Optimization exercise on an open flow, not production practice. RTL: at most simulated, not proved equivalent. Function not checked: runs 4 to 7. Power: default activity.

==> design/flow/design.v <==
module frame_codec (
    input  wire        clk,
    input  wire        rst,           
    input  wire        enc_start,
    input  wire        enc_abort,
    input  wire        enc_ext,
    input  wire        enc_dir,       
    input  wire [7:0]  enc_nt,
    input  wire [7:0]  enc_id,
    input  wire [7:0]  enc_attr,
    input  wire [7:0]  enc_opcode,
    input  wire [15:0] enc_pl_len,
    output wire [15:0] pl_addr,       
    input  wire [7:0]  pl_rdata,
    output wire        tx_valid,      
    output wire [7:0]  tx_data,
    input  wire        tx_ready,
    output wire [1:0]  enc_st,
    output wire [1:0]  enc_err,
    output wire [2:0]  enc_cause,
    output wire [15:0] enc_check,
    input  wire        dec_start,
    input  wire        dec_abort,
    input  wire        dec_dir,
    input  wire        rx_valid,      
    input  wire [7:0]  rx_data,
    output wire        rx_ready,
    output wire        dpl_we,        
    output wire [15:0] dpl_waddr,
    output wire [7:0]  dpl_wdata,
    output wire [1:0]  dec_st,
    output wire [1:0]  dec_err,
    output wire [2:0]  dec_cause,
    output reg  [7:0]  dec_nt,
    output reg         dec_ext,
    output reg  [7:0]  dec_id,
    output reg  [7:0]  dec_attr,
    output reg  [7:0]  dec_opcode,
    output wire [15:0] dec_pl_len,
    output wire [15:0] dec_check
);
    localparam [7:0] FRAME_START = 8'h10, FRAME_END = 8'h16, EXT_MARK = 8'h90;
    function automatic [15:0] crc_step(input [15:0] crc, input [7:0] b);
        integer i;
        reg [15:0] c;
        begin
            c = crc ^ {b, 8'h00};
            for (i = 0; i < 8; i = i + 1)
                c = c[15] ? ((c << 1) ^ 16'h1021) : (c << 1);
            crc_step = c;
        end
    endfunction
    function automatic [3:0] legacy_len(input dir, input [7:0] opc);
        begin
            case ({dir, opc})
                {1'b0, 8'h3F}: legacy_len = {1'b1, 3'd4};    
                {1'b1, 8'h3F}: legacy_len = {1'b1, 3'd3};    
                {1'b1, 8'h21}: legacy_len = {1'b1, 3'd1};    
                default:       legacy_len = {1'b0, 3'd0};
            endcase
        end
    endfunction
    localparam [1:0] ST_IDLE = 2'd0, ST_BUSY = 2'd1, ST_DONE = 2'd2, ST_FAULT = 2'd3;
    localparam [3:0] N_NT = 4'd1, N_MARK = 4'd2, N_ID = 4'd3, N_ATTR = 4'd4, N_LENLO = 4'd5,
                     N_LENHI = 4'd6, N_OPC = 4'd7, N_PAY = 4'd8, N_CHK1 = 4'd9,
                     N_CHK2 = 4'd10, N_END = 4'd11;
    reg [1:0]  e_st;
    reg [1:0]  e_cause;
    reg [3:0]  e_n;
    reg        e_ext;
    reg [7:0]  e_nt, e_id, e_attr, e_opcode;
    reg [15:0] e_len;         
    reg [15:0] e_p;           
    reg [15:0] e_crc;         
    reg [7:0]  e_o;           
    reg        e_ov;          
    reg        e_og;          
    reg [7:0]  e_s;           
    reg        e_sv;
    reg        e_rv;          
    wire [3:0]  e_tab   = legacy_len(enc_dir, enc_opcode);
    wire        e_c1    = !enc_ext && enc_opcode == EXT_MARK;
    wire        e_c2    = !enc_ext && !e_tab[3];
    wire        e_c3    = enc_ext ? (enc_pl_len == 16'hFFFF) : (enc_pl_len != {13'd0, e_tab[2:0]});
    wire [1:0]  e_ncause = e_c1 ? 2'd1 : e_c2 ? 2'd2 : e_c3 ? 2'd3 : 2'd0;
    wire        e_fire  = e_ov && tx_ready;
    wire        e_free  = !e_ov || tx_ready;
    wire        e_pend  = e_sv || e_rv;
    wire        e_more  = e_p != e_len;
    wire        e_ldpay = e_free && e_n == N_PAY;
    wire        e_iss   = e_more && !(e_pend && !e_ldpay);
    wire [15:0] e_pinc  = e_p + 16'd1;
    wire [15:0] e_crcs  = crc_step(e_crc, e_o);
    wire [7:0]  e_sum   = e_crc[7:0] + e_o;
    wire [15:0] e_crcn  = e_ext ? e_crcs : {e_crc[15:8], e_sum};
    reg  [7:0]  e_src;
    reg         e_srcv;
    reg  [3:0]  e_nn;
    always @(*) begin
        e_src  = 8'h00;
        e_srcv = 1'b1;
        e_nn   = e_n + 4'd1;
        case (e_n)
            N_NT:    e_src = e_nt;
            N_MARK:  begin
                e_src = e_ext ? EXT_MARK : e_opcode;
                if (!e_ext) e_nn = (e_pend || e_more) ? N_PAY : N_CHK1;
            end
            N_ID:    e_src = e_id;
            N_ATTR:  e_src = e_attr;
            N_LENLO: e_src = e_pinc[7:0];
            N_LENHI: e_src = e_pinc[15:8];
            N_OPC:   begin
                e_src = e_opcode;
                e_nn  = (e_pend || e_more) ? N_PAY : N_CHK1;
            end
            N_PAY:   begin
                e_src  = e_sv ? e_s : pl_rdata;
                e_srcv = e_pend;
                e_nn   = (e_pend && !e_more) ? N_CHK1 : N_PAY;
            end
            N_CHK1:  e_src = e_ext ? e_crcn[15:8] : ~e_crcn[7:0];
            N_CHK2:  e_src = e_ext ? e_crc[7:0] : FRAME_END;
            default: begin e_srcv = 1'b0; e_nn = e_n; end
        endcase
    end
    assign enc_st    = e_st;
    assign enc_err   = {1'b0, e_cause != 2'd0};
    assign enc_cause = {1'b0, e_cause};
    assign enc_check = {e_crc[15:8], e_ext ? e_crc[7:0] : ~e_crc[7:0]};
    assign pl_addr   = e_p;
    assign tx_valid  = e_ov;
    assign tx_data   = e_o;
    always @(posedge clk) begin
        if (rst || enc_abort) begin
            e_st    <= ST_IDLE;
            e_cause <= 2'd0;
            e_ov    <= 1'b0;
            e_sv    <= 1'b0;
            e_rv    <= 1'b0;
        end else if (e_st != ST_BUSY) begin
            if (enc_start) begin
                e_ext    <= enc_ext;
                e_nt     <= enc_nt;
                e_id     <= enc_id;
                e_attr   <= enc_attr;
                e_opcode <= enc_opcode;
                e_len    <= enc_pl_len;
                e_p      <= enc_pl_len;
                e_cause  <= e_ncause;
                e_st     <= (e_ncause != 2'd0) ? ST_FAULT : ST_BUSY;
                e_ov     <= e_ncause == 2'd0;
                e_o      <= FRAME_START;
                e_og     <= 1'b0;
                e_n      <= N_NT;
                e_crc    <= 16'd0;
                e_sv     <= 1'b0;
                e_rv     <= 1'b0;
            end
        end else begin
            if (e_fire && e_og) e_crc <= e_crcn;
            if (e_fire && e_n == N_END) begin
                e_st <= ST_DONE;
                e_ov <= 1'b0;
            end else if (e_free) begin
                e_o  <= e_src;
                e_ov <= e_srcv;
                e_og <= e_n <= N_PAY;
                if (e_srcv) e_n <= e_nn;
            end
            e_rv <= e_iss;
            if (e_sv ? !e_ldpay : (e_rv && !e_ldpay)) begin
                if (!e_sv) e_s <= pl_rdata;
                e_sv <= 1'b1;
            end else
                e_sv <= 1'b0;
            if (e_free && ((e_n == N_NT && !e_ext) || e_n == N_LENHI))
                e_p <= 16'd0;
            else if (e_iss)
                e_p <= e_pinc;
        end
    end
    localparam [3:0] D_IDLE = 4'd0, D_WAIT = 4'd1, D_DONE = 4'd2, D_FAULT = 4'd3,
                     D_HUNT = 4'd4, D_NT = 4'd5, D_OPC = 4'd6, D_XID = 4'd7, D_XATTR = 4'd8,
                     D_XLO = 4'd9, D_XHI = 4'd10, D_XOPC = 4'd11, D_PAY = 4'd12,
                     D_CK1 = 4'd13, D_CK2 = 4'd14;
    reg [3:0]  d_state;
    reg [3:0]  d_kind;        
    reg        d_we;
    reg [7:0]  d_b;           
    reg        d_dir;
    reg [15:0] d_crc;         
    reg        d_bad;
    reg [15:0] d_cnt;         
    reg [15:0] d_rem;         
    reg [2:0]  d_cause;
    wire        d_rxon  = d_state[3] | d_state[2];
    wire        d_busy  = d_rxon || d_state == D_WAIT;
    wire        d_take  = d_rxon && rx_valid;
    wire [7:0]  rb      = rx_data;
    wire [3:0]  d_tab   = legacy_len(d_dir, rb);
    wire        d_last  = d_rem == 16'd1;
    wire [15:0] d_crcs  = crc_step(d_crc, d_b);
    wire [15:0] d_crcm  = crc_step(crc_step(16'd0, d_crc[7:0]), EXT_MARK);
    wire [7:0]  d_sum   = d_crc[7:0] + d_b;
    assign dec_st     = d_rxon ? ST_BUSY : d_state[1:0];
    assign dec_err    = {d_cause[2], d_cause[1:0] != 2'd0 && !d_cause[2]};
    assign dec_cause  = d_cause;
    assign rx_ready   = d_rxon;
    assign dpl_we     = d_we;
    assign dpl_waddr  = d_cnt;
    assign dpl_wdata  = d_b;
    assign dec_pl_len = d_cnt;
    assign dec_check  = d_crc;
    always @(posedge clk) d_b <= rb;
    always @(posedge clk) begin
        if (rst || dec_abort) begin
            d_state <= D_IDLE;
            d_cause <= 3'd0;
            d_kind  <= D_IDLE;
            d_we    <= 1'b0;
        end else begin
            d_kind <= d_take ? d_state : D_IDLE;
            d_we   <= d_take && d_state == D_PAY;
            if (!d_busy) begin
                if (dec_start) begin
                    d_dir   <= dec_dir;
                    d_cause <= 3'd0;
                    d_cnt   <= 16'd0;
                    d_state <= D_HUNT;
                end
            end else if (d_take) begin
                case (d_state)
                    D_HUNT: if (rb == FRAME_START) d_state <= D_NT;
                    D_NT:   d_state <= D_OPC;
                    D_OPC: begin
                        if (rb == EXT_MARK)
                            d_state <= D_XID;
                        else if (!d_tab[3]) begin
                            d_cause <= 3'd4; d_state <= D_FAULT;
                        end else begin
                            d_rem   <= {13'd0, d_tab[2:0]};
                            d_state <= D_PAY;
                        end
                    end
                    D_XID:   d_state <= D_XATTR;
                    D_XATTR: d_state <= D_XLO;
                    D_XLO: begin
                        d_rem[7:0] <= rb;
                        d_state    <= D_XHI;
                    end
                    D_XHI: begin
                        d_rem[15:8] <= rb;
                        if (rb == 8'd0 && d_rem[7:0] == 8'd0) begin
                            d_cause <= 3'd5; d_state <= D_FAULT;
                        end else
                            d_state <= D_XOPC;
                    end
                    D_XOPC, D_PAY: begin
                        d_rem   <= d_rem - 16'd1;
                        d_state <= d_last ? D_CK1 : D_PAY;
                    end
                    D_CK1:   d_state <= D_CK2;
                    D_CK2:   d_state <= D_WAIT;
                    default: d_state <= D_IDLE;
                endcase
            end
            case (d_kind)
                D_NT: begin
                    dec_nt <= d_b;
                    d_crc  <= {8'd0, d_b};
                end
                D_OPC: begin
                    dec_ext <= d_b == EXT_MARK;
                    if (d_b == EXT_MARK)
                        d_crc <= d_crcm;
                    else begin
                        dec_opcode <= d_b;
                        dec_id     <= 8'd0;
                        dec_attr   <= 8'd0;
                        d_crc[7:0] <= d_sum;
                    end
                end
                D_XID: begin
                    dec_id <= d_b;
                    d_crc  <= d_crcs;
                end
                D_XATTR: begin
                    dec_attr <= d_b;
                    d_crc    <= d_crcs;
                end
                D_XLO, D_XHI: d_crc <= d_crcs;
                D_XOPC: begin
                    dec_opcode <= d_b;
                    d_crc      <= d_crcs;
                end
                D_PAY: begin
                    d_cnt <= d_cnt + 16'd1;
                    if (dec_ext) d_crc <= d_crcs;
                    else         d_crc[7:0] <= d_sum;
                end
                D_CK1: begin
                    if (dec_ext) begin
                        d_bad       <= d_b != d_crc[15:8];
                        d_crc[15:8] <= d_b;
                    end else begin
                        d_bad <= d_b != ~d_crc[7:0];
                        d_crc <= {8'd0, d_b};
                    end
                end
                D_CK2: begin
                    if (dec_ext) begin
                        d_crc[7:0] <= d_b;
                        if (d_bad || d_b != d_crc[7:0]) begin
                            d_cause <= 3'd3; d_state <= D_FAULT;
                        end else
                            d_state <= D_DONE;
                    end else if (d_bad) begin
                        d_cause <= 3'd1; d_state <= D_FAULT;
                    end else if (d_b != FRAME_END) begin
                        d_cause <= 3'd2; d_state <= D_FAULT;
                    end else
                        d_state <= D_DONE;
                end
                default: ;
            endcase
        end
    end
endmodule
==> design/flow/run.sh <==
#!/bin/bash
# synth_recipe.tcl (not shown) runs the flow's synth.tcl, then flattens the netlist and writes it again
# the make line also repeats each setting of config.mk as NAME=value (left out here)
make -C /OpenROAD-flow-scripts/flow DESIGN_CONFIG=/design/flow/config.mk WORK_HOME=/design/flow/orfs CLKGATE_MAP_FILE= SYNTH_SCRIPT=/design/flow/synth_recipe.tcl finish
==> design/flow/config.mk <==
export PLATFORM = sky130hd
export DESIGN_NAME = frame_codec
export DESIGN_NICKNAME = frame_codec
export VERILOG_FILES = /design/flow/design.v
export SDC_FILE = /design/flow/constraint.sdc
export NUM_CORES = 4
export LEC_CHECK = 0
export CAP_MARGIN = 20
export CORE_MARGIN = 2
export CORE_UTILIZATION = 40
export SETUP_SLACK_MARGIN = 3
export SLEW_MARGIN = 20
==> design/flow/constraint.sdc <==
create_clock -name core_clock -period 6.0 [get_ports {clk}]
set_input_delay 1.2000 -clock core_clock [delete_from_list [all_inputs] [get_ports {clk}]]
set_output_delay 1.2000 -clock core_clock [all_outputs]
set_load 0.01 [all_outputs]
==> results.txt, run 1 <==
* Delay-heaviest family, CP: buffers and inverters
* Minimum clock period at 2.95 ns
* Top cells by area, synth: edfxtp_1 45%, xnor2_1 5.5%, dfxtp_1 4.4%
* Synth Instances at 1168
* Post-synth top cells: 185 x edfxtp_1, 100 x nand2_1, 83 x nor2_1
* Critical path type: reg -> out
* First-pass GRT wire length at approximately 57 mm
* Peak VDD IR at 0.233 mV
* Power per Cell Area at 236 mW/mm^2
* Final Power at between 3 and 4 mW
* Clk slew on worst S/H paths at around 0.060 ns
* Setup Skew at 0.0336 ns
* Met2 GRT Util at 39.8%
* Post-synth top flop: edfxtp_1
* IO buf count at 218
* Slew headroom at 35.3%
* DRC viols at 0
* Synth-to-layout area growth at 28.4%
* GR Layer Usage met3 at 3.35%
* Grt ovf at 0
* Synthesized area at ~0.012 sq mm
* Number of global-route vias before repair at 9860
* Top Usage Layer GRT: met2
* CTS Root Cell: clkbuf_16
* Fin area at about 0.016 sq mm
* Worst path buffer plus inverter count at 1
* Simple-Gate Fraction of Synth Area at 16.9%
* XOR/XNOR Fraction of Synth Area at 10.5%
* Die X at 179 um
* RSZ-0062 raised after global routing: true
* Syn. warnings at 1
* Worst Path Arrival at approximately 1.8 ns
* Nets at 1465
* Leak at 5.46 nW
* Yosys top cell area share at 45.2%
* Compound-Gate Fraction of Synth Area at 13.4%
* Max Transition Viols Final at 0
* Setup TNS at 0 ns
* CP endpoint kind: output port
* # setup viols final at 0
* Post-DR wirelength/cell at 21.1 um
* Largest family of logic cells by synthesized area: simple AND/OR/NAND/NOR gates
* Distinct cells, synth at 86
* Mean Syn Cell Area at 10.5 sq um
* Max Buffers Root-to-Sink at 3
* Adder-Cell Fraction of Synth Area at under 10%
* Floorplan Core Area at 0.0304 sq mm
* Yosys reg bits at 212
* DRT Pass-1 Iters at 5
* Post-route ant nets at 0
* Final hold violations at 0
* WL final at 37.4 mm
* Most frequent cell after synthesis: edfxtp_1
* Die area at between 0.03 and 0.04 sq mm
* DIE HEIGHT at between 150 and 200 um
* HP Class: reg -> reg
* Starting Density at 40.4%
* Routability cong. at 0.894
* Layout cells sized above 1 at 8.87%
* # diodes at 0
* TritonCTS clock tree: built
* Initial detailed-routing violation count at ~720
* Worst setup SP type: register
* Std cell rows at 64
* Asr flop ratio synth at 0%
* Status: no timing/DRC/antenna violations
* Fmax at 339 MHz
* Crit path max fanout at 7
* Worst path required time at 4.80 ns
* DP Area at 0.0146 sq mm
* Worst path slowest cell: clkdlybuf4s50_1
* Cts bufs inserted at 26
* Post-synthesis sequential area ratio at 49.6%
* Non-filler cells, final at 1771
* Total clock sinks at 212
* Critical-path cell list: clkdlybuf4s50_1
* CP peak stage delay at 0.62 ns
* Filler Cells Inserted at 2754
* Final core utilization at 51.8%
* GR Util met1 at 29.8%
* DP Wirelength at about 27 mm
* Max-cap violations at 0
* Via count at 9936
* Initial antenna violation count at 0
* Mux cell area share after synthesis at 1.33%
* Worst Max-Slew Pin Slew at 0.963 ns
* Fin crit share at 49.2%
* GR Util All Layers at 23.0%
* H-tree Lvls at 1
* # IOs at 221
* DR vias/cell at roughly 5.6
* EDFF count, synth at 185
* Placed cells at 1707
* Clock latency at the later pin of the worst-skew pair at 0.55 ns
* Largest net degree at the start of global routing at 41
* Leading area contributor after synthesis: edfxtp_1
## through the flow
stage | hold WS [ns] | worst slack (ns)
2_1_floorplan | 0.507 | 3.11
3_3_place_gp | 0.521 | 2.22
3_5_place_dp | 0.522 | 2.13
4_1_cts | 0.531 | 2.71
5_1_grt | 0.564 | 2.98
6_report | 0.534 | 3.05
## kinds of logic after synthesis
family                   after synthesis
flip-flops                           212
AND/OR/NAND/NOR                      398
multiplexers                          15
buffers and inverters                112
adder cells (fa/ha/maj)               33
AO/OA/AOI/OAI                        255
other                                  1
XOR/XNOR                             142
## flip-flops by register name, summed over array words and instances, names as in the netlist, 8 cells and up
register / flops
e_id: 8
d_b: 8
dec_id: 8
e_len: 16
d_rem: 16
e_p: 16
d_crc: 16
d_cnt: 16
e_s: 8
e_o: 8
e_crc: 16
e_attr: 8
dec_attr: 8
e_opcode: 8
e_nt: 8
dec_nt: 8
dec_opcode: 8
## path summary, 6_finish.rpt
| path | start | end | slack [ns] | cells past startpoint |
|---|---|---|---|---|
| worst min register to register | d_cause[1] | d_cause[1] | 0.53 | 2 |
| worst max-delay path | d_crc[7] | dec_check[7] | 3.05 | 1 |
| worst min-delay path | d_cause[1] | d_cause[1] | 0.53 | 2 |
| worst max register to register | e_n[2] | e_p[10] | 3.19 | 5 |
## layout by cell type (no fill, tap or decap), types with 6 or more instances in the layout
cell	n
clkdlybuf4s50_1	209
edfxtp_1	185
nand2_1	100
nor2_1	80
xnor2_1	77
o21ai_0	76
xor2_1	60
a21oi_1	54
nand3_1	30
ha_1	30
and2_1	28
nand4_1	27
clkbuf_16	26
inv_1	25
buf_4	25
nor3_1	22
and3_1	20
dfxtp_1	20
a31oi_1	17
nand2b_1	16
nor2b_1	11
mux2_2	11
a211oi_1	10
nor4_1	10
a21o_1	9
a22oi_1	8
o211ai_1	7
bufinv_16	7
nand3b_1	6
o221ai_1	6
and4_1	6
o21a_1	6
or4_1	6
clkbuf_1	6
## report_power, final
| group | switching [mW] | leakage (nW) | internal [mW] |
|---|---|---|---|
| Clock | 0.628 | 0.453 | 1.10 |
| Sequential | 0.0346 | 1.91 | 1.63 |
| Combinational | 0.182 | 3.10 | 0.159 |
## layout make-up
class | instances | area (sq um) | share of cell area, %
Tap cell | 396 | 495 | 3.14
Multi-Input combinational cell | 846 | 5690 | 36.1
Clock inverter | 14 | 258 | 1.63
Timing Repair Buffer | 246 | 2440 | 15.5
Inverter | 25 | 93.8 | 0.595
Clock buffer | 32 | 673 | 4.27
Sequential cell | 212 | 6120 | 38.8
## per-layer routing
layer,part of all wire [%],vias to the layer above
met5,0,-
met4,3.0,0
met3,6.4,70
met2,49,384
met1,41,4826
li1,-,4656
## repair_timing
action / 4_1_cts / 5_1_grt
setup buffers: 8 / 7
hold buffers: 0 / 0
pin swaps: 2 / 1
hold endpoints to repair: 0 / 0
cloned: 3 / 0
gates resized for setup: 31 / 12
endpoints found under the setup margin: 95 / 83
Testbench counts, summed over its fixed seeds: cycles 60,163.
==> inputs of run 2 (changes only) <==
--- a/design/flow/config.mk
+++ b/design/flow/config.mk
@@ -9,4 +9,4 @@
 export CORE_MARGIN = 2
-export CORE_UTILIZATION = 40
-export SETUP_SLACK_MARGIN = 3
+export CORE_UTILIZATION = 60
+export SETUP_SLACK_MARGIN = 4
 export SLEW_MARGIN = 20
==> run 2 against run 1 <==
  * Setup slack better by 0.035 ns
  * Global-route usage grew 15 points
  * Combinational power rose by 51%
  * Clock power is 12% lower
  * Sequential share of layout area decreased by 5.3 points
  * Hold slack better by 0.012 ns
  * Register-to-register slack gained 0.33 ns
  * Via count is 25% higher
  * Area after synthesis unchanged
  * Sequential cell count unchanged
==> results.txt, run 2 <==
* Status: no timing/DRC/antenna violations
* # setup viols final at 0
* Post-route ant nets at 0
* # diodes at 0
* Via count at 12.4k
* Fin crit share at 48.6%
* Clk slew on worst S/H paths at 0.07 ns
* Non-filler cells, final at 1860
* HP Class: reg -> reg
* Power per Cell Area at 200 mW/mm^2
* Worst r2r path cells at 9
* RSZ-0062 raised after global routing: true
* Post-DR wirelength/cell at ~26 um
* Cts bufs inserted at 23
* Starting Density at 60.9%
* Minimum clock period at 2.92 ns
* Yosys top cell area share at a little under half
* Placed cells at between 1.5k and 2k
* Layout cells sized above 1 at between 40% and 50%
* Nets at between 1.5k and 2k
* Syn. warnings at 1
* Worst Max-Slew Pin Slew at 0.633 ns
* Fmax at 343 MHz
* CP peak stage delay at around 0.46 ns
* Critical path type: reg -> out
* Worst Path Arrival at 1.72 ns
* Die area at 0.0216 sq mm
* Peak VDD IR at 0.226 mV
* Synth Instances at 1168
* First-pass GRT wire length at 64.6 mm
* Worst path slowest cell: edfxtp_1
* Initial antenna violation count at 0
* R2R Path End: d_crc[6]
* DRT Pass-1 Iters at 8
* Critical-path cell list: buf_12, buf_8, ha_4, inv_2, buf_6
* Setup Skew at around 0.02 ns
* Slew headroom at 57.4%
* Floorplan Core Area at 0.0202 sq mm
* Final Power at 3.68 mW
* Top cells by area, synth: edfxtp_1 45%, xnor2_1 5.5%, dfxtp_1 4.4%
* Routability cong. at 0.925
* DP Wirelength at roughly 25 mm
* Leading area contributor after synthesis: edfxtp_1
* Final hold violations at 0
* # IOs at 221
* Std cell rows at 52
* Most frequent cells in the layout: 186 x buf_4, 185 x edfxtp_1, 115 x buf_2
* Worst Hold Launch: d_cause[1]
* Most frequent cell after synthesis: edfxtp_1
* Hold Path Depth at 2
* DRC viols at 0
* Post-synth top cells: 185 x edfxtp_1, 100 x nand2_1, 83 x nor2_1
* CP endpoint kind: output port
* Post-synth top flop: edfxtp_1
* TritonCTS clock tree: built
* EDFF count, synth at between 150 and 200
* Post-synthesis sequential area ratio at approximately 50%
* Max Transition Viols Final at 0
* DIE HEIGHT at 147 um
* Number of global-route vias before repair at 11.4k
* Asr flop ratio synth at 0%
* Yosys reg bits at ~210
* Synthesized area at 0.0123 sq mm
* Worst path required time at about 4.8 ns
* Max Buffers Root-to-Sink at 3
* Distinct cells, synth at 86
* Hold WS at roughly 0.55 ns
* Clock latency at the later pin of the worst-skew pair at 0.54 ns
* Setup TNS at 0 ns
* GR Util All Layers at 38.3%
* IO buf count at 218
* Synth-to-layout area growth at 49.7%
* Hold EP: d_cause[1]
* Crit path max fanout at 7
* Max-cap violations at 0
* WL final at 48.8 mm
* H-tree Lvls at 1
* Most common cell after layout, fill and taps aside: buf_4
* Worst setup SP type: register
* Die X at 147 um
* Final core utilization at 91.1%
* Leak at roughly 7.1 nW
* Largest net degree at the start of global routing at 41
* DR vias/cell at about 6.7
* R2r setup slk at 3.52 ns
* Total clock sinks at 212
* Worst reg2reg path startpoint: d_crc[0]
* Initial detailed-routing violation count at 1667
* Grt ovf at 0
* CTS Root Cell: clkbuf_16
* CTS Hold Bufs at 0
* Mean Syn Cell Area at roughly 11 sq um
-- run 2: metrics by stage --
| step | worst slack, ns | area (sq um) |
|---|---|---|
| final | 3.08 | 18400 |
| after global routing | 3.07 | 18400 |
| after CTS | 3.14 | 17200 |
| after detailed placement | 2.46 | 14700 |
| after global placement | 2.54 | 14700 |
| after floorplan | 3.30 | 12600 |
-- run 2: worst max path at each step --
stage                   start  cells after the start  slack, ns           end
CTS                     e_ext                      5       3.14  enc_check[5]
floorplan           enc_abort                      3       3.30     e_attr[0]
global placement    enc_start                      4       2.54        e_n[1]
detailed placement  enc_start                      4       2.46        e_n[1]
global route            e_ext                      5       3.07  enc_check[5]
finish                  e_ext                      5       3.08  enc_check[5]
-- run 2: layout make-up --
| cell class | instances | area (sq um) |
|---|---|---|
| clock buffers | 29 | 638 |
| repair buffers | 463 | 3840 |
| inverters | 25 | 104 |
| fillers | 747 | 1790 |
| multi-input cells | 848 | 7150 |
| flip-flops and latches | 212 | 6170 |
| well taps | 270 | 338 |
| clock inverters | 13 | 146 |
-- run 2: where the power goes --
part / internal (mW) / total, mW / switching, mW
Sequential: 1.62 / 1.65 / 0.0259
Combinational: 0.235 / 0.515 / 0.280
Clock: 0.882 / 1.51 / 0.629
-- run 2: critical path, delay by kind of cell (launching register included) --
kind	cells	cell delay, ns
flops	1	0.46
fa+ha+maj	1	0.25
buf+inv	4	0.47
-- run 2: cell families after synthesis --
family	count (synthesis)	share of synthesized area, %
simple gates	398	16.9
xor+xnor	142	10.5
compound gates	255	13.4
fa+ha+maj	33	3.48
buf+inv	112	4.72
flops	212	49.6
mux	15	1.33
other cells	1	0.0305
-- run 2: timing repair --
action | in CTS | in global routing
buffers inserted | 166 | 72
pin swaps | 96 | 81
setup endpoints to repair | 402 | 335
gates cloned | 5 | 0
resized for setup | 980 | 161
-- run 2: routing by layer --
layer | global-route usage [%] | wire, um | vias to the layer above
li1 | - | - | 5106
met1 | 46.8 | 16200 | 5875
met2 | 65.9 | 23600 | 1107
met3 | 8.17 | 5270 | 340
met4 | 16.6 | 3770 | 0
met5 | 0 | 0 | -
==> inputs of run 3 (changes only) <==
--- a/design/flow/config.mk
+++ b/design/flow/config.mk
@@ -9,4 +9,3 @@
 export CORE_MARGIN = 2
-export CORE_UTILIZATION = 60
-export SETUP_SLACK_MARGIN = 4
+export CORE_UTILIZATION = 40
 export SLEW_MARGIN = 20
==> run 3 against run 2 <==
  * Setup slack worse by 0.70 ns
  * Sequential share of layout area rose by 6.0 points
  * Clock-buffer cell count increased by 4
  * Non-clock buffer count shrank 234
  * Area after synthesis is the same
  * Clock power about the same
  * Largest cell class is now registers
  * Largest power group unchanged
  * Highest routed layer is now met5
==> results.txt, run 3 <==
* EDFF count, synth at 185
* Initial antenna violation count at 2
* Die area at 0.0321 sq mm
* # setup viols final at 0
* Postcts setup bufs at 0
* CP endpoint kind: output port
* TritonCTS clock tree: built
* Cts bufs inserted at 25
* Worst Path Arrival at 2.42 ns
* Most common cell after layout, fill and taps aside: clkdlybuf4s50_1
* Post-cts sizing count at 0
* Post-DR wirelength/cell at 20.7 um
* Asr flop ratio synth at 0%
* Synth-to-layout area growth at 25.4%
* DIE HEIGHT at about 180 um
* Die X at about 180 um
* Starting Density at 40.4%
* Final core utilization at 50.6%
* Leak at roughly 5.2 nW
* Status: no timing/DRC/antenna violations
* Worst Max-Slew Pin Slew at 1.08 ns
* Mean Syn Cell Area at between 10 and 15 sq um
* Grt ovf at 0
* Initial detailed-routing violation count at ~810
* Minimum clock period at 3.62 ns
* DP Area at 0.0146 sq mm
* DP Wirelength at 26.7 mm
* Routability cong. at 0.900
* Worst path required time at between 4 and 5 ns
* Layout cells sized above 1 at 6.42%
* Crit path max fanout at 23
* Filler Cells Inserted at 2780
* Yosys top cell area share at 45.2%
* Fin area at 0.0154 sq mm
* Nets at ~1.4k
* Top cells by area, synth: edfxtp_1 45%, xnor2_1 5.5%, dfxtp_1 4.4%
* HP Class: reg -> reg
* CTS Root Cell: clkbuf_16
* Post-synth top flop: edfxtp_1
* Via count at 9839
* Power per Cell Area at 228 mW/mm^2
* RSZ-0062 raised after global routing: false
* Fin crit share at 60.4%
* Largest net degree at the start of global routing at 41
* Fmax at 276 MHz
* Max Buffers Root-to-Sink at 3
* # IOs at around 220
* Std cell rows at 64
* DR vias/cell at between 5 and 6
* Post-route ant nets at 0
* Max Transition Viols Final at 0
* Number of global-route vias before repair at 9521
* Slew headroom at 27.8%
* Max-cap violations at 0
* Worst setup SP type: register
* Clock latency at the later pin of the worst-skew pair at 0.52 ns
* Critical path type: reg -> out
* Total clock sinks at 212
* Yosys reg bits at around 210
* CTS Hold Bufs at 0
* WL final at 36.3 mm
* Distinct cells, synth at 86
* Peak VDD IR at between 0.2 and 0.25 mV
* GR Util All Layers at 22.2%
* First-pass GRT wire length at 54.9 mm
* Setup Skew at roughly 0.016 ns
* Setup TNS at 0 ns
* IO buf count at 218
* Syn. warnings at 1
* Synth Instances at 1168
* DRC viols at 0
* Final hold violations at 0
* H-tree Lvls at 1
* Most frequent cell after synthesis: edfxtp_1
* Floorplan Core Area at 0.0304 sq mm
* DRT Pass-1 Iters at 7
* Clk slew on worst S/H paths at 0.06 ns
* Synthesized area at 0.0123 sq mm
* Leading area contributor after synthesis: edfxtp_1
* Post-synthesis sequential area ratio at 49.6%
* Hold WS at about 0.56 ns
* Most frequent cells in the layout: 218 x clkdlybuf4s50_1, 185 x edfxtp_1, 100 x nand2_1
* Post-synth top cells: 185 x edfxtp_1, 100 x nand2_1, 83 x nor2_1
==> run 3: report_power, final <==
part	switching [mW]	internal, mW	total (mW)	leakage (nW)
Combinational	0.174	0.155	0.329	2.95
Sequential	0.0377	1.63	1.67	1.91
Clock	0.610	0.898	1.51	0.387
==> run 3: final timing paths <==
check / cells after the start / start / slack (ns) / end
setup / recovery: 3 / e_ext / 2.38 / enc_check[7]
hold / removal: 2 / e_cause[1] / 0.56 / e_cause[1]
setup reg to reg: 5 / e_n[2] / 2.72 / e_p[13]
hold reg to reg: 2 / e_cause[1] / 0.56 / e_cause[1]
==> run 3: stage by stage <==
stage | setup slack (ns) | power, mW | cells
after floorplan | 1.83 | 1.86 | 1169
after global placement | 2.21 | 2.02 | 1707
after detailed placement | 2.17 | 2.02 | 1707
after CTS | 2.39 | 3.53 | 1752
after global routing | 2.27 | 3.62 | 1752
final | 2.38 | 3.50 | 1753
==> run 3: cells by family (layout without fill, tap and decap cells) <==
| family | after synthesis | count (layout) | share of synthesized area [%] |
|---|---|---|---|
| buffers and inverters | 112 | 299 | 4.72 |
| XOR/XNOR | 142 | 142 | 10.5 |
| AND/OR/NAND/NOR | 398 | 398 | 16.9 |
| flip-flops | 212 | 212 | 49.6 |
| adder cells (fa/ha/maj) | 33 | 33 | 3.48 |
| multiplexers | 15 | 15 | 1.33 |
| AO/OA/AOI/OAI | 255 | 255 | 13.4 |
| other | 1 | 3 | 0.0305 |
==> run 3: area by class of cell <==
type | count | area [sq um] | share of cell area [%]
well taps | 396 | 495 | 3.22
clock buffers | 33 | 696 | 4.52
repair buffers | 229 | 2260 | 14.7
flip-flops and latches | 212 | 6100 | 39.6
clock inverters | 12 | 116 | 0.756
multi-input cells | 845 | 5630 | 36.6
diodes | 1 | 2.50 | 0.0163
inverters | 25 | 93.8 | 0.609
==> run 3: per-layer routing <==
| layer | vias up | wire length (um) | global-route usage (%) |
|---|---|---|---|
| met5 | - | 13 | 0 |
| met4 | 2 | 1520 | 8.10 |
| met3 | 101 | 2510 | 4.16 |
| met2 | 399 | 17500 | 38.2 |
| met1 | 4725 | 14800 | 27.9 |
| li1 | 4612 | - | - |
==> run 3: worst max-delay path: stages (launching register included) <==
cell	delay (ns)
edfxtp_1	0.91
ha_1	0.36
inv_1	0.08
clkdlybuf4s50_1	0.53
==> inputs of run 4 (changes only) <==
--- a/design/flow/design.v
+++ b/design/flow/design.v
@@ -68,2 +68,3 @@
     reg [1:0]  e_cause;
+    reg        e_err;
     reg [3:0]  e_n;
@@ -93,3 +94,3 @@
     wire [15:0] e_crcs  = crc_step(e_crc, e_o);
-    wire [7:0]  e_sum   = e_crc[7:0] + e_o;
+    wire [7:0]  e_sum   = e_crc[7:0] - e_o;
     wire [15:0] e_crcn  = e_ext ? e_crcs : {e_crc[15:8], e_sum};
@@ -121,3 +122,3 @@
             end
-            N_CHK1:  e_src = e_ext ? e_crcn[15:8] : ~e_crcn[7:0];
+            N_CHK1:  e_src = e_ext ? e_crcn[15:8] : e_crcn[7:0];
             N_CHK2:  e_src = e_ext ? e_crc[7:0] : FRAME_END;
@@ -127,5 +128,5 @@
     assign enc_st    = e_st;
-    assign enc_err   = {1'b0, e_cause != 2'd0};
+    assign enc_err   = {1'b0, e_err};
     assign enc_cause = {1'b0, e_cause};
-    assign enc_check = {e_crc[15:8], e_ext ? e_crc[7:0] : ~e_crc[7:0]};
+    assign enc_check = e_crc;
     assign pl_addr   = e_p;
@@ -137,2 +138,3 @@
             e_cause <= 2'd0;
+            e_err   <= 1'b0;
             e_ov    <= 1'b0;
@@ -150,2 +152,3 @@
                 e_cause  <= e_ncause;
+                e_err    <= e_ncause != 2'd0;
                 e_st     <= (e_ncause != 2'd0) ? ST_FAULT : ST_BUSY;
@@ -155,3 +158,3 @@
                 e_n      <= N_NT;
-                e_crc    <= 16'd0;
+                e_crc    <= {8'd0, {8{!enc_ext}}};
                 e_sv     <= 1'b0;
@@ -182,7 +185,8 @@
     end
-    localparam [3:0] D_IDLE = 4'd0, D_WAIT = 4'd1, D_DONE = 4'd2, D_FAULT = 4'd3,
-                     D_HUNT = 4'd4, D_NT = 4'd5, D_OPC = 4'd6, D_XID = 4'd7, D_XATTR = 4'd8,
-                     D_XLO = 4'd9, D_XHI = 4'd10, D_XOPC = 4'd11, D_PAY = 4'd12,
-                     D_CK1 = 4'd13, D_CK2 = 4'd14;
-    reg [3:0]  d_state;
+    localparam [3:0] D_HUNT = 4'd0, D_NT = 4'd1, D_OPC = 4'd2, D_XID = 4'd3, D_XATTR = 4'd4,
+                     D_XLO = 4'd5, D_XHI = 4'd6, D_XOPC = 4'd7, D_PAY = 4'd8,
+                     D_CK1 = 4'd9, D_CK2 = 4'd10;
+    reg [1:0]  d_st;
+    reg        d_rx;          
+    reg [3:0]  d_pos;
     reg [3:0]  d_kind;        
@@ -196,5 +200,4 @@
     reg [2:0]  d_cause;
-    wire        d_rxon  = d_state[3] | d_state[2];
-    wire        d_busy  = d_rxon || d_state == D_WAIT;
-    wire        d_take  = d_rxon && rx_valid;
+    reg [1:0]  d_err;
+    wire        d_take  = d_rx && rx_valid;
     wire [7:0]  rb      = rx_data;
@@ -202,9 +205,8 @@
     wire        d_last  = d_rem == 16'd1;
-    wire [15:0] d_crcs  = crc_step(d_crc, d_b);
-    wire [15:0] d_crcm  = crc_step(crc_step(16'd0, d_crc[7:0]), EXT_MARK);
-    wire [7:0]  d_sum   = d_crc[7:0] + d_b;
-    assign dec_st     = d_rxon ? ST_BUSY : d_state[1:0];
-    assign dec_err    = {d_cause[2], d_cause[1:0] != 2'd0 && !d_cause[2]};
+    wire [15:0] d_crcs  = crc_step(d_kind == D_NT ? 16'd0 : d_crc, d_b);
+    wire [7:0]  d_sum   = (d_kind == D_OPC ? dec_nt : d_crc[7:0]) + d_b;
+    assign dec_st     = d_st;
+    assign dec_err    = d_err;
     assign dec_cause  = d_cause;
-    assign rx_ready   = d_rxon;
+    assign rx_ready   = d_rx;
     assign dpl_we     = d_we;
@@ -217,10 +219,12 @@
         if (rst || dec_abort) begin
-            d_state <= D_IDLE;
+            d_st    <= ST_IDLE;
+            d_rx    <= 1'b0;
             d_cause <= 3'd0;
-            d_kind  <= D_IDLE;
+            d_err   <= 2'd0;
+            d_kind  <= D_HUNT;
             d_we    <= 1'b0;
         end else begin
-            d_kind <= d_take ? d_state : D_IDLE;
-            d_we   <= d_take && d_state == D_PAY;
-            if (!d_busy) begin
+            d_kind <= d_take ? d_pos : D_HUNT;
+            d_we   <= d_take && d_pos == D_PAY;
+            if (d_st != ST_BUSY) begin
                 if (dec_start) begin
@@ -228,24 +232,27 @@
                     d_cause <= 3'd0;
+                    d_err   <= 2'd0;
                     d_cnt   <= 16'd0;
-                    d_state <= D_HUNT;
+                    d_st    <= ST_BUSY;
+                    d_rx    <= 1'b1;
+                    d_pos   <= D_HUNT;
                 end
             end else if (d_take) begin
-                case (d_state)
-                    D_HUNT: if (rb == FRAME_START) d_state <= D_NT;
-                    D_NT:   d_state <= D_OPC;
+                case (d_pos)
+                    D_HUNT: if (rb == FRAME_START) d_pos <= D_NT;
+                    D_NT:   d_pos <= D_OPC;
                     D_OPC: begin
                         if (rb == EXT_MARK)
-                            d_state <= D_XID;
+                            d_pos <= D_XID;
                         else if (!d_tab[3]) begin
-                            d_cause <= 3'd4; d_state <= D_FAULT;
+                            d_cause <= 3'd4; d_err <= 2'd2; d_st <= ST_FAULT; d_rx <= 1'b0;
                         end else begin
-                            d_rem   <= {13'd0, d_tab[2:0]};
-                            d_state <= D_PAY;
+                            d_rem <= {13'd0, d_tab[2:0]};
+                            d_pos <= D_PAY;
                         end
                     end
-                    D_XID:   d_state <= D_XATTR;
-                    D_XATTR: d_state <= D_XLO;
+                    D_XID:   d_pos <= D_XATTR;
+                    D_XATTR: d_pos <= D_XLO;
                     D_XLO: begin
                         d_rem[7:0] <= rb;
-                        d_state    <= D_XHI;
+                        d_pos      <= D_XHI;
                     end
@@ -254,13 +261,12 @@
                         if (rb == 8'd0 && d_rem[7:0] == 8'd0) begin
-                            d_cause <= 3'd5; d_state <= D_FAULT;
+                            d_cause <= 3'd5; d_err <= 2'd2; d_st <= ST_FAULT; d_rx <= 1'b0;
                         end else
-                            d_state <= D_XOPC;
+                            d_pos <= D_XOPC;
                     end
                     D_XOPC, D_PAY: begin
-                        d_rem   <= d_rem - 16'd1;
-                        d_state <= d_last ? D_CK1 : D_PAY;
+                        d_rem <= d_rem - 16'd1;
+                        d_pos <= d_last ? D_CK1 : D_PAY;
                     end
-                    D_CK1:   d_state <= D_CK2;
-                    D_CK2:   d_state <= D_WAIT;
-                    default: d_state <= D_IDLE;
+                    D_CK1:   d_pos <= D_CK2;
+                    default: d_rx  <= 1'b0;      
                 endcase
@@ -270,3 +276,3 @@
                     dec_nt <= d_b;
-                    d_crc  <= {8'd0, d_b};
+                    d_crc  <= d_crcs;
                 end
@@ -275,3 +281,3 @@
                     if (d_b == EXT_MARK)
-                        d_crc <= d_crcm;
+                        d_crc <= d_crcs;
                     else begin
@@ -314,11 +320,11 @@
                         if (d_bad || d_b != d_crc[7:0]) begin
-                            d_cause <= 3'd3; d_state <= D_FAULT;
+                            d_cause <= 3'd3; d_err <= 2'd1; d_st <= ST_FAULT;
                         end else
-                            d_state <= D_DONE;
+                            d_st <= ST_DONE;
                     end else if (d_bad) begin
-                        d_cause <= 3'd1; d_state <= D_FAULT;
+                        d_cause <= 3'd1; d_err <= 2'd1; d_st <= ST_FAULT;
                     end else if (d_b != FRAME_END) begin
-                        d_cause <= 3'd2; d_state <= D_FAULT;
+                        d_cause <= 3'd2; d_err <= 2'd1; d_st <= ST_FAULT;
                     end else
-                        d_state <= D_DONE;
+                        d_st <= ST_DONE;
                 end
==> design/flow/flow/run.sh (new file) <==
#!/bin/bash
# The standard layout, with every port buffered by a plain buffer (buf_1) instead of the
# delay buffer buffer_ports picks by default; repair upsizes it where timing needs.
set -euo pipefail
export BUFFER_PORTS_ARGS="-buffer_cell sky130_fd_sc_hd__buf_1"
bash standard.sh finish > standard.log 2>&1
==> design/flow/standard.sh (new file) <==
#!/bin/bash
# synth_recipe.tcl (not shown) runs the flow's synth.tcl, then flattens the netlist and writes it again
# the make line also repeats each setting of config.mk as NAME=value (left out here)
make -C /OpenROAD-flow-scripts/flow DESIGN_CONFIG=/design/flow/config.mk WORK_HOME=/design/flow/orfs CLKGATE_MAP_FILE= SYNTH_SCRIPT=/design/flow/synth_recipe.tcl "${@:-finish}"
--- a/design/flow/config.mk
+++ b/design/flow/config.mk
@@ -10,2 +10,3 @@
 export CORE_UTILIZATION = 40
+export SETUP_SLACK_MARGIN = 3
 export SLEW_MARGIN = 20
removed: design/flow/run.sh
==> run 4 against run 3 <==
  * Combinational power fell by 7.3%
  * Clock-buffer cell count down 1
  * Clock skew is 0.0035 ns lower
  * Sequential power up 3%
  * Clock power up 7%
  * Area after synthesis rose by 1.4%
  * Synthesized cell count rose by 3.7%
  * Cell count is 3.4% higher
  * Largest power group unchanged
==> results.txt, run 4 <==
* Status: no timing/DRC/antenna violations
* Yosys top cell area share at 45.6%
* Critical-path cell list: nor4_4, buf_4, buf_6, mux2_2, ha_1, a21oi_2, o211ai_1, nor4_1, nor3_1, xnor2_1, o22ai_1
* Placement Setup Slack at 2.65 ns
* CTS Root Cell: clkbuf_16
* Max-cap violations at 0
* DRC viols at 0
* Multi-input logic area at 0.00576 sq mm
* CP endpoint kind: register
* Fmax at 354 MHz
* Worst Hold Launch: e_cause[1]
* Initial detailed-routing violation count at slightly above 900
* Power per Cell Area at 250 mW/mm^2
* Setup TNS at 0 ns
* R2R Path End: d_crc[7]
* DIE HEIGHT at 180 um
* Largest net degree at the start of global routing at between 40 and 50
* Peak VDD IR at 0.228 mV
* Number of global-route vias before repair at about 9.7k
* Hold EP: e_cause[1]
* Post-synth top cells: 189 x edfxtp_1, 111 x nand2_1, 109 x nor2_1
* Asr flop ratio synth at 0%
* Distinct cells, synth at 81
* Total clock sinks at 218
* Worst Path Arrival at 3.10 ns
* Final hold violations at 0
* DR vias/cell at 5.56
* Floorplan Core Area at 0.0306 sq mm
* # IOs at between 200 and 250
* Most frequent cells in the layout: 218 x buf_1, 189 x edfxtp_1, 111 x nand2_1
* Die area at about 0.033 sq mm
* Fin crit share at 47.0%
* Routability cong. at 0.868
* Most common cell after layout, fill and taps aside: buf_1
* Max Buffers Root-to-Sink at 3
* Initial antenna violation count at 1
* DP Wirelength at 26.7 mm
* Starting Density at 40.7%
* Met2 wire len at 16.9 mm
* Setup Skew at 0.0128 ns
* Post-synthesis sequential area ratio at 50.3%
* Hold Path Depth at 2
* Mean Syn Cell Area at a little over 10 sq um
* Max Transition Viols Final at 0
* Clk slew on worst S/H paths at 0.06 ns
* DRT met1 WL at 16.4 mm
* Clock latency at the later pin of the worst-skew pair at 0.54 ns
* RSZ-0062 raised after global routing: false
* WL final at 36.6 mm
* Nets at 1499
* CP peak stage delay at 0.40 ns
* Slew headroom at between 20% and 30%
* Post-DR wirelength/cell at 20.2 um
* Post-route ant nets at 0
* Met3 WL post-DR at 2.48 mm
* Fin area at 0.0145 sq mm
* Top cells by area, synth: edfxtp_1 46%, xnor2_1 6.6%, dfxtp_1 4.7%
* DRT Pass-1 Iters at 7
* Register area at 0.00627 sq mm
* Leak at around 4.8 nW
* Worst Max-Slew Pin Slew at about 1.1 ns
* Worst path slowest cell: dfxtp_4
* Post-synth top flop: edfxtp_1
* Filler Cells Inserted at 2951
* EDFF count, synth at 189
* Synthesized area at 0.0124 sq mm
* Synth Instances at about 1.2k
* Std cell rows at 64
* H-tree Lvls at 1
* Most frequent cell after synthesis: edfxtp_1
* Yosys reg bits at 218
* Worst r2r path cells at 11
* Leading area contributor after synthesis: edfxtp_1
* Worst path required time at 6.28 ns
* HP Class: reg -> reg
* Worst setup SP type: register
* GR Util All Layers at 21.7%
* Die X at approximately 180 um
* Minimum clock period at 2.82 ns
* Worst reg2reg path startpoint: d_kind[0]
* Critical path type: reg -> reg
* R2r setup slk at approximately 3.2 ns
* TritonCTS clock tree: built
* Synth-to-layout area growth at 16.5%
* First-pass GRT wire length at 56.2 mm
* Uppermost layer routed: met4
* IO buf count at 218
* Cts bufs inserted at 27
* Grt ovf at 0
* DP Area at 0.0135 sq mm
* Syn. warnings at 1
* Via count at roughly 10k
* Final WS setup at 3.18 ns
* Layout cells sized above 1 at between 7 and 8%
* Crit path max fanout at 15
* # setup viols final at 0
## run 4: how the worst max path moves through the flow
stage	startpoint	endpoint	slack, ns	depth (start not counted)
after floorplan	dec_abort	d_cnt[0]	2.99	4
after global placement	rst	d_rem[5]	2.67	4
after detailed placement	rst	d_pos[1]	2.65	5
after CTS	d_b[3]	d_crc[15]	3.00	5
after global routing	d_kind[0]	d_crc[7]	2.97	11
final	d_kind[0]	d_crc[7]	3.18	11
## run 4: logic make-up after synthesis
group,synth area share (%)
AND/OR/NAND/NOR,17.5
XOR/XNOR,10.2
buffers and inverters,4.35
other,0.0301
AO/OA/AOI/OAI,13.0
multiplexers,2.08
flip-flops,50.3
adder cells (fa/ha/maj),2.63
## run 4: final cells by class
type                    count  area share [%]
diodes                      1          0.0172
clock buffers              32            4.79
well taps                 396            3.41
flip-flops and latches    218            43.2
inverters                  33           0.854
clock inverters            14            1.13
repair buffers            242            6.89
multi-input cells         877            39.7
## run 4: per-layer routing
layer / vias to the layer above / track usage [%]
li1: 4768 / -
met5: - / 0
met4: 0 / 5.32
met1: 4867 / 30.8
met3: 50 / 3.52
met2: 404 / 34.9
## run 4: through the flow
step                      cells  power, mW  hold slack [ns]  util [%]
after floorplan            1212       1.93            0.476         -
after global placement     1756       2.04            0.448      44.0
after detailed placement   1756       2.05            0.451      44.1
after CTS                  1803       3.65            0.460      46.9
after global routing       1813       3.74            0.497      47.4
final                      1813       3.63            0.456      47.4
## run 4: repair_timing
item / in CTS / in global routing
gates cloned: 0 / 1
pin swaps: 0 / 5
hold buffers: 0 / 0
setup endpoints to repair: 24 / 28
resized for setup: 3 / 17
buffers inserted: 1 / 8
## run 4: worst max-delay path, delay by kind of cell, from the launching register on
family,cells,cell delay (ns)
AOI/OAI and AO/OA,3,0.36
xor gates and xnor gates,1,0.14
adders and majority gates,1,0.29
buffers and inverters,2,0.27
DFF,1,0.40
muxes,1,0.36
and+or+nand+nor,3,0.75
## run 4: report_power, final
part | internal (mW) | switching, mW
sequential | 1.68 | 0.0379
clock | 0.985 | 0.622
combinational | 0.114 | 0.191
==> inputs of run 5 (changes only) <==
--- a/design/flow/config.mk
+++ b/design/flow/config.mk
@@ -10,3 +10,3 @@
 export CORE_UTILIZATION = 40
-export SETUP_SLACK_MARGIN = 3
+export SETUP_SLACK_MARGIN = 3.5
 export SLEW_MARGIN = 20
==> run 5 against run 4 <==
  * Clock skew up 0.0021 ns
  * Utilization up 1.9 points
  * Critical path type unchanged
  * Still clean on timing, DRC and antenna
  * Sequential share of layout area down 1.5 points
  * Cell count up 1.6%
  * Maximum frequency up 6.2%
==> results.txt, run 5 <==
* Asr flop ratio synth at 0%
* R2r setup slk at 3.34 ns
* DIE HEIGHT at 180 um
* Top cells by area, synth: edfxtp_1 46%, xnor2_1 6.6%, dfxtp_1 4.7%
* Worst path slowest cell: fa_2
* Peak VDD IR at 0.228 mV
* R2R Path End: d_crc[4]
* Layout cells sized above 1 at 13.3%
* # setup viols final at 0
* Max-cap violations at 0
* WL final at 37.7 mm
* Distinct cells, synth at around 80
* EDFF count, synth at between 150 and 200
* Die area at between 0.03 and 0.04 sq mm
* Number of global-route vias before repair at 9820
* Synth-to-layout area growth at 21.1%
* TritonCTS clock tree: built
* Power per Cell Area at 245 mW/mm^2
* Compound-Gate Fraction of Synth Area at 13.0%
* Hold Path Depth at 2
* Delay-heaviest family, CP: adder cells
* Mean Syn Cell Area at 10.3 sq um
* DRT Pass-1 Iters at 6
* GR Util All Layers at 22.3%
* Die X at approximately 180 um
* Fin area at 0.0151 sq mm
* # IOs at 221
* Worst Path Arrival at 2.93 ns
* Setup Skew at 0.0149 ns
* Setup TNS at 0 ns
* Worst Hold Launch: d_cause[2]
* Post-synth top flop: edfxtp_1
* Yosys reg bits at 218
* Synth Instances at roughly 1.2k
* Routability cong. at 0.884
* Minimum clock period at about 2.7 ns
* First-pass GRT wire length at 57.9 mm
* Syn. warnings at 1
* Worst Max-Slew Pin Slew at about 0.84 ns
* Largest net degree at the start of global routing at 45
* Simple-Gate Fraction of Synth Area at approximately 17%
* RSZ-0062 raised after global routing: true
* Clock latency at the later pin of the worst-skew pair at 0.54 ns
* Largest family of logic cells by synthesized area: simple AND/OR/NAND/NOR gates
* Post-DR wirelength/cell at 20.4 um
* Via count at 10.3k
* Slew headroom at 44.3%
* HP Class: reg -> reg
* Max Transition Viols Final at 0
* Critical path type: reg -> reg
* Yosys top cell area share at 45.6%
* Worst setup SP type: register
* Leading area contributor after synthesis: edfxtp_1
* Fin crit share at between 40% and 50%
* Crit path max fanout at 7
* Initial detailed-routing violation count at 996
* Fmax at 376 MHz
* XOR/XNOR Fraction of Synth Area at 10.2%
* Clk slew on worst S/H paths at 0.06 ns
* DP Wirelength at 26.6 mm
* Hold EP: d_cause[2]
* Total clock sinks at 218
* Final hold violations at 0
* IO buf count at 218
* Floorplan Core Area at 0.0306 sq mm
* Adder-Cell Fraction of Synth Area at under 10%
* Mux cell area share after synthesis at 2.08%
* Critical path's most frequent cell: nand2_1
* Critical-path cell list: inv_4, nor4_4, buf_12, mux2_4, ha_4, fa_2, nand2_1, nand2_1, a21oi_2, xnor2_1, a221oi_1, o21ai_1
* Most frequent cells in the layout: 211 x buf_1, 189 x edfxtp_1, 108 x nand2_1
* Starting Density at around 41%
* CP peak stage delay at 0.37 ns
* Most common cell after layout, fill and taps aside: buf_1
* Synthesized area at 0.0124 sq mm
* Grt ovf at 0
* H-tree Lvls at 1
* Worst path required time at ~6.3 ns
* CTS Root Cell: clkbuf_16
* CP endpoint kind: register
* Nets at 1524
* Max Buffers Root-to-Sink at 3
* Most frequent cell after synthesis: edfxtp_1
* Initial antenna violation count at 5
* Leak at between 5 and 6 nW
* DR vias/cell at 5.61
* DRC viols at 0
* Worst r2r path cells at 12
* Post-synthesis sequential area ratio at between 50% and 60%
* Status: no timing/DRC/antenna violations
* Post-route ant nets at 0
* Cts bufs inserted at 27
* Worst path buffer plus inverter count at 2
* Worst reg2reg path startpoint: d_kind[1]
* Post-synth top cells: 189 x edfxtp_1, 111 x nand2_1, 109 x nor2_1
* DP Area at roughly 0.014 sq mm
* Std cell rows at 64
==> run 5: worst min-delay path: cells and delay by family, from the launching register on <==
family / cells / cell delay, ns
AO/OA/AOI/OAI: 1 / 0.07
AND/OR/NAND/NOR: 1 / 0.05
flip-flops: 1 / 0.31
==> run 5: where the power goes <==
group          leakage [nW]  total [mW]  internal [mW]  switching [mW]
registers              2.00        1.72           1.68          0.0413
logic                  2.58       0.326          0.129           0.197
clock network         0.442        1.65          0.991           0.657
total                  5.03        3.69           2.80           0.895
==> run 5: repair_timing <==
action | CTS | global route
pin swaps | 7 | 16
endpoints found under the hold margin | 0 | 0
endpoints found under the setup margin | 164 | 125
setup buffers | 16 | 22
hold buffers | 0 | 0
resized for setup | 51 | 33
==> run 5: worst max path at each step <==
stage / startpoint / endpoint / cells past startpoint
final: d_kind[1] / d_crc[4] / 12
after global routing: d_kind[1] / d_crc[4] / 12
after CTS: d_kind[1] / d_crc[6] / 12
after detailed placement: rx_data[3] / d_pos[2] / 7
after global placement: rst / d_pos[1] / 6
after floorplan: dec_abort / d_pos[0] / 5
==> run 5: through the flow <==
stage	std cells	power [mW]	setup WS, ns	utilization [%]	hold slack [ns]
after CTS	1818	3.71	3.34	48.3	0.469
after floorplan	1212	1.94	3.08	-	0.478
after global routing	1840	3.81	3.23	49.3	0.501
after detailed placement	1753	2.05	2.76	44.5	0.457
after global placement	1753	2.05	2.77	44.5	0.452
final	1842	3.69	3.34	49.3	0.473
==> run 5: cells by family (layout without fill, tap and decap cells) <==
family	count (synthesis)	count (layout)
mux	24	24
xor+xnor	143	143
buf+inv	117	349
flops	218	218
other cells	1	4
simple gates	432	432
compound gates	251	251
fa+ha+maj	25	25
==> run 5: cell type report <==
type	instances	area, sq um
inverter	33	126
multi-input combinational	877	6000
clock inverter	14	150
antenna	2	5.00
sequential	218	6290
fill	2856	15500
timing repair buffer	267	1270
tap	396	495
clock buffer	35	736
==> run 5: layer usage <==
| metal | wire length (um) | vias to the layer above | global-route usage, % |
|---|---|---|---|
| met1 | 15700 | 4969 | 30.8 |
| met5 | 42 | - | 0 |
| met3 | 3260 | 65 | 4.49 |
| li1 | - | 4813 | - |
| met2 | 17900 | 476 | 35.9 |
| met4 | 795 | 6 | 5.84 |
==> inputs of run 6 (changes only) <==
--- a/design/flow/config.mk
+++ b/design/flow/config.mk
@@ -10,3 +10,3 @@
 export CORE_UTILIZATION = 40
-export SETUP_SLACK_MARGIN = 3.5
+export SETUP_SLACK_MARGIN = 3.8
 export SLEW_MARGIN = 20
==> run 6 against run 5 <==
  * Still clean
  * Die area stayed put
  * Sequential cell count stayed put
  * Utilization is 8.0 points higher
  * Power is 3.2% higher
  * Largest power group unchanged
==> results.txt, run 6 <==
* Nets at about 1.7k
* Worst r2r path cells at 12
* Crit path max fanout at 7
* Synth Instances at 1211
* Post-synth top flop: edfxtp_1
* DR vias/cell at between 5 and 6
* Worst path required time at between 6 and 7 ns
* Via count at 11.2k
* Top cells by area, synth: edfxtp_1 46%, xnor2_1 6.6%, dfxtp_1 4.7%
* DRC viols at 0
* Fmax at 367 MHz
* Starting Density at roughly two fifths
* Syn. warnings at 1
* Multi-input logic area at 0.00665 sq mm
* Largest net degree at the start of global routing at 50
* # IOs at ~220
* Worst Max-Slew Pin Slew at 0.769 ns
* Clk slew on worst S/H paths at 0.06 ns
* GR Util All Layers at 23.7%
* Asr flop ratio synth at 0%
* IO buf count at 218
* Power per Cell Area at 217 mW/mm^2
* Most frequent cells in the layout: 189 x edfxtp_1, 173 x buf_4, 106 x nand2_1
* Total clock sinks at 218
* HP Class: reg -> reg
* Grt ovf at 0
* First-pass GRT wire length at around 60 mm
* Clock latency at the later pin of the worst-skew pair at 0.53 ns
* Yosys top cell area share at 45.6%
* Setup TNS at 0 ns
* Setup Skew at 0.0215 ns
* DIE HEIGHT at 180 um
* RSZ-0062 raised after global routing: true
* Synth-to-layout area growth at 40.8%
* Peak VDD IR at 0.258 mV
* Final hold violations at 0
* Post-synth top cells: 189 x edfxtp_1, 111 x nand2_1, 109 x nor2_1
* R2R Path End: d_crc[6]
* Layout cells sized above 1 at 35.2%
* Max Buffers Root-to-Sink at 3
* Number of global-route vias before repair at 10.6k
* CP endpoint: d_crc[6]
* R2r setup slk at 3.27 ns
* DRT Pass-1 Iters at 7
* Die X at 180 um
* Std cell rows at 64
* Synthesized area at around 0.012 sq mm
* Die area at 0.0326 sq mm
* Most common cell after layout, fill and taps aside: edfxtp_1
* DP Wirelength at 26.5 mm
* Worst reg2reg path startpoint: d_kind[1]
* Cts bufs inserted at 26
* Fin area at 0.0175 sq mm
* Max-cap violations at 0
* Yosys reg bits at 218
* Leading area contributor after synthesis: edfxtp_1
* Status: no timing/DRC/antenna violations
* Distinct cells, synth at 81
* Register area at 0.00631 sq mm
* Most frequent cell after synthesis: edfxtp_1
* EDFF count, synth at ~190
* DP Area at 0.0137 sq mm
* Worst setup SP type: register
* Mean Syn Cell Area at 10.3 sq um
* Filler Cells Inserted at approximately 2.5k
* CP endpoint kind: register
* Max Transition Viols Final at 0
* Slew headroom at 48.6%
* Post-synthesis sequential area ratio at 50.3%
* Initial detailed-routing violation count at between 900 and 1k
* Crit path from: d_kind[1]
* Floorplan Core Area at 0.0306 sq mm
* Leak at around 6.5 nW
* # setup viols final at 0
* Routability cong. at between 0.8 and 0.9
* TritonCTS clock tree: built
* WL final at 41.4 mm
* Post-route ant nets at 0
* Fin crit share at 45.4%
* Worst Path Arrival at 3.00 ns
* CTS Root Cell: clkbuf_16
* Minimum clock period at about 2.7 ns
* H-tree Lvls at 1
* Initial antenna violation count at 4
* Critical path type: reg -> reg
* Post-DR wirelength/cell at 20.7 um
-- run 6: worst min-delay path by stage --
stage               startpoint          to  slack (ns)  depth (start not counted)
finish              e_cause[1]  e_cause[1]        0.46                          2
detailed placement  e_cause[1]  e_cause[1]        0.45                          2
global placement    e_cause[1]  e_cause[1]        0.44                          2
floorplan           e_cause[1]  e_cause[1]        0.48                          2
CTS                 e_cause[1]  e_cause[1]        0.46                          2
global route        e_cause[1]  e_cause[1]        0.50                          2
-- run 6: cell type report --
type | count | area share [%]
clock buffer | 34 | 4.01
antenna | 3 | 0.0428
sequential | 218 | 36.0
multi-input combinational | 877 | 37.9
tap | 396 | 2.83
timing repair buffer | 428 | 17.4
inverter | 33 | 0.757
clock inverter | 13 | 1.06
-- run 6: worst max-delay path, stage by stage (launching register included) --
cell	delay, ns
dfxtp_4	0.37
inv_4	0.04
nor4_4	0.33
buf_12	0.18
mux2_4	0.31
ha_4	0.17
fa_2	0.38
a211oi_2	0.22
o21bai_1	0.11
a21oi_2	0.14
xnor2_1	0.08
nand2_1	0.07
o211ai_2	0.07
-- run 6: stage by stage --
| step | std cells | worst slack (ns) | power [mW] | utilization [%] | hold WS (ns) |
|---|---|---|---|---|---|
| 3_5_place_dp | 1754 | 2.72 | 2.06 | 44.8 | 0.447 |
| 6_report | 2002 | 3.27 | 3.81 | 57.3 | 0.455 |
| 4_1_cts | 1940 | 3.31 | 3.78 | 53.6 | 0.460 |
| 5_1_grt | 2000 | 3.11 | 3.93 | 57.3 | 0.503 |
| 2_1_floorplan | 1212 | 3.08 | 1.94 | - | 0.480 |
| 3_3_place_gp | 1754 | 2.80 | 2.05 | 44.8 | 0.443 |
-- run 6: what timing repair did --
| action | CTS | global route |
|---|---|---|
| setup endpoints to repair | 369 | 312 |
| gates cloned | 0 | 2 |
| pin swaps | 38 | 62 |
| gates resized for setup | 206 | 190 |
| hold buffers | 0 | 0 |
| setup buffers | 139 | 57 |
-- run 6: metal layers --
| layer | vias up | routed length [um] | track usage, % |
|---|---|---|---|
| met4 | 2 | 1380 | 7.16 |
| met5 | - | 15 | 0 |
| li1 | 5167 | - | - |
| met3 | 99 | 3320 | 4.26 |
| met2 | 504 | 20500 | 40.1 |
| met1 | 5453 | 16200 | 31.0 |
-- run 6: power breakdown --
part	leakage, nW	switching, mW	internal [mW]
sequential	2.01	0.0225	1.68
combinational	4.04	0.253	0.198
clock	0.434	0.625	1.03
total	6.49	0.901	2.91
-- run 6: cell families after synthesis --
logic type	Yosys count	share of synthesized area (%)
AND/OR/NAND/NOR	432	17.5
AO/OA/AOI/OAI	251	13.0
flip-flops	218	50.3
XOR/XNOR	143	10.2
buffers and inverters	117	4.35
adder cells (fa/ha/maj)	25	2.63
multiplexers	24	2.08
other	1	0.0301
==> inputs of run 7 (changes only) <==
==> design/flow/run.sh (new file) <==
#!/bin/bash
# synth_recipe.tcl (not shown) runs the flow's synth.tcl, then flattens the netlist and writes it again
# the make line also repeats each setting of config.mk as NAME=value (left out here)
make -C /OpenROAD-flow-scripts/flow DESIGN_CONFIG=/design/flow/config.mk WORK_HOME=/design/flow/orfs CLKGATE_MAP_FILE= SYNTH_SCRIPT=/design/flow/synth_recipe.tcl finish
--- a/design/flow/config.mk
+++ b/design/flow/config.mk
@@ -10,3 +10,3 @@
 export CORE_UTILIZATION = 40
-export SETUP_SLACK_MARGIN = 3.8
+export SETUP_SLACK_MARGIN = 3
 export SLEW_MARGIN = 20
removed: design/flow/flow/run.sh
removed: design/flow/standard.sh
==> run 7 against run 6 <==
  * Die area is the same
  * Via count shrank 9.1%
  * Combinational power shrank 19%
  * Clock power grew 8%
  * Register-to-register slack lost 0.11 ns
  * Highest routed layer is now met4
  * Hold slack gained 0.0061 ns
  * Area after synthesis is the same
  * Design area shrank 8.7%
  * Critical endpoint is now d_pos[2]
  * Setup slack lost 0.24 ns
  * Global-route usage shrank 1.3 points
  * Critical path depth shrank 7
==> results.txt, run 7 <==
* CP peak stage delay at ~0.60 ns
* TritonCTS clock tree: built
* Routability cong. at a little under 0.9
* Max-cap violations at 0
* Max Buffers Root-to-Sink at 3
* RSZ-0062 raised after global routing: false
* EDFF count, synth at 189
* Setup TNS at 0 ns
* Synthesized area at ~0.012 sq mm
* Yosys reg bits at 218
* Top cells by area, synth: edfxtp_1 46%, xnor2_1 6.6%, dfxtp_1 4.7%
* DIE HEIGHT at 180 um
* Placed cells at 1757
* Initial antenna violation count at 0
* WL final at 38.3 mm
* Synth Instances at 1211
* Number of global-route vias before repair at 9624
* # IOs at 221
* Most common cell after layout, fill and taps aside: clkdlybuf4s50_1
* R2r setup slk at 3.16 ns
* HP Class: reg -> reg
* Post-DR wirelength/cell at 21.1 um
* Layout cells sized above 1 at 8.30%
* Minimum clock period at 2.96 ns
* H-tree Lvls at 1
* GR Util All Layers at 22.4%
* CTS Hold Bufs at 0
* CTS Root Cell: clkbuf_16
* Mux cell area share after synthesis at about 2.1%
* Nets at between 1.5k and 2k
* Clock latency at the later pin of the worst-skew pair at 0.54 ns
* Final WS setup at 3.04 ns
* Asr flop ratio synth at 0%
* Cts bufs inserted at 26
* Simple-Gate Fraction of Synth Area at 17.5%
* Hold WS at 0.462 ns
* Floorplan Core Area at 0.0306 sq mm
* Worst Path Arrival at between 3 and 4 ns
* Syn. warnings at 1
* Clk slew on worst S/H paths at 0.06 ns
* Final Power at 3.87 mW
* First-pass GRT wire length at around 57 mm
* CP endpoint kind: register
* Initial detailed-routing violation count at 1060
* Distinct cells, synth at 81
* Largest family of logic cells by synthesized area: simple AND/OR/NAND/NOR gates
* Final hold violations at 0
* Peak VDD IR at 0.218 mV
* Die X at 180 um
* # setup viols final at 0
* Yosys top cell area share at between 40% and 50%
* Via count at 10.2k
* Starting Density at about two fifths
* Worst Max-Slew Pin Slew at ~1.1 ns
* Fmax at 337 MHz
* Post-synth top cells: 189 x edfxtp_1, 111 x nand2_1, 109 x nor2_1
* Status: no timing/DRC/antenna violations
* Power per Cell Area at 242 mW/mm^2
* Compound-Gate Fraction of Synth Area at 13.0%
* Die area at 0.0326 sq mm
* Most frequent cell after synthesis: edfxtp_1
* Largest net degree at the start of global routing at 45
* Placement Setup Slack at 2.28 ns
* IO buf count at 218
* Grt ovf at 0
* Most frequent cells in the layout: 214 x clkdlybuf4s50_1, 189 x edfxtp_1, 111 x nand2_1
* Worst path required time at around 6.2 ns
* DR vias/cell at ~5.6
* Total clock sinks at about 220
* Critical-path cell list: clkdlybuf4s50_1, or2_4, or3_1, or4b_1, o22ai_4
* Post-synthesis sequential area ratio at 50.3%
* Non-filler cells, final at 1818
* Post-synth top flop: edfxtp_1
* Std cell rows at 64
* Synth-to-layout area growth at 28.5%
* Slew headroom at 28.4%
* Crit path max fanout at 5
* Critical path type: in -> reg
* Fin crit share at 49.4%
* DRC viols at 0
* # diodes at 0
* Worst path slowest cell: or4b_1
* Leak at 5.48 nW
* Leading area contributor after synthesis: edfxtp_1
* DRT Pass-1 Iters at 5
* Worst setup SP type: primary input
* Setup Skew at 0.00820 ns
* Mean Syn Cell Area at 10.3 sq um
* Post-route ant nets at 0
* Max Transition Viols Final at 0
* XOR/XNOR Fraction of Synth Area at 10.2%
* Adder-Cell Fraction of Synth Area at 2.63%
* DP Wirelength at 27.5 mm
run 7: worst paths after layout:
check / from / end / depth (start not counted)
setup / recovery: rst / d_pos[2] / 5
hold / removal: d_err[1] / d_err[1] / 2
setup reg to reg: d_kind[1] / d_crc[4] / 11
hold reg to reg: d_err[1] / d_err[1] / 2
run 7: per-stage QoR:
| stage | instance area [sq um] | utilization [%] |
|---|---|---|
| 2_1_floorplan | 12500 | - |
| 3_3_place_gp | 14800 | 48.5 |
| 3_5_place_dp | 14800 | 48.5 |
| 4_1_cts | 15900 | 52.0 |
| 5_1_grt | 16000 | 52.3 |
| 6_report | 16000 | 52.3 |
run 7: cells by family after synthesis:
group	count (synthesis)
xor+xnor	143
other cells	1
fa+ha+maj	25
flops	218
simple gates	432
buf+inv	117
compound gates	251
mux	24
run 7: where the power goes:
part | total, mW | internal [mW] | switching, mW | leakage (nW)
sequential | 1.72 | 1.68 | 0.0388 | 2.00
clock | 1.79 | 1.14 | 0.644 | 0.469
combinational | 0.364 | 0.168 | 0.196 | 3.02
total | 3.87 | 2.99 | 0.879 | 5.48
run 7: repair_timing:
action                                  4_1_cts  5_1_grt
pin swaps                                     1        6
endpoints found under the setup margin       72       32
gates cloned                                  1        0
gates resized for setup                      13       13
setup buffers                                 5        7
run 7: layout make-up:
class                      instances  area [sq um]
clock buffer                      33           718
clock inverter                    15           248
fill                            2756         14600
inverter                          33           124
multi-input combinational        878          5750
sequential                       218          6270
tap                              396           495
timing repair buffer             245          2390
run 7: critical path: cells and delay by family:
kind / cells / cell delay (ns)
AOI/OAI and AO/OA: 1 / 0.19
buffers and inverters: 1 / 0.46
and+or+nand+nor: 3 / 1.34
run 7: per-layer routing:
layer	global-route usage [%]	up-vias	part of all wire [%]
met5	0	-	0
met4	6.65	0	2.9
met3	4.57	66	7.4
met2	36.1	441	47
met1	30.6	4910	43
li1	-	4785	-
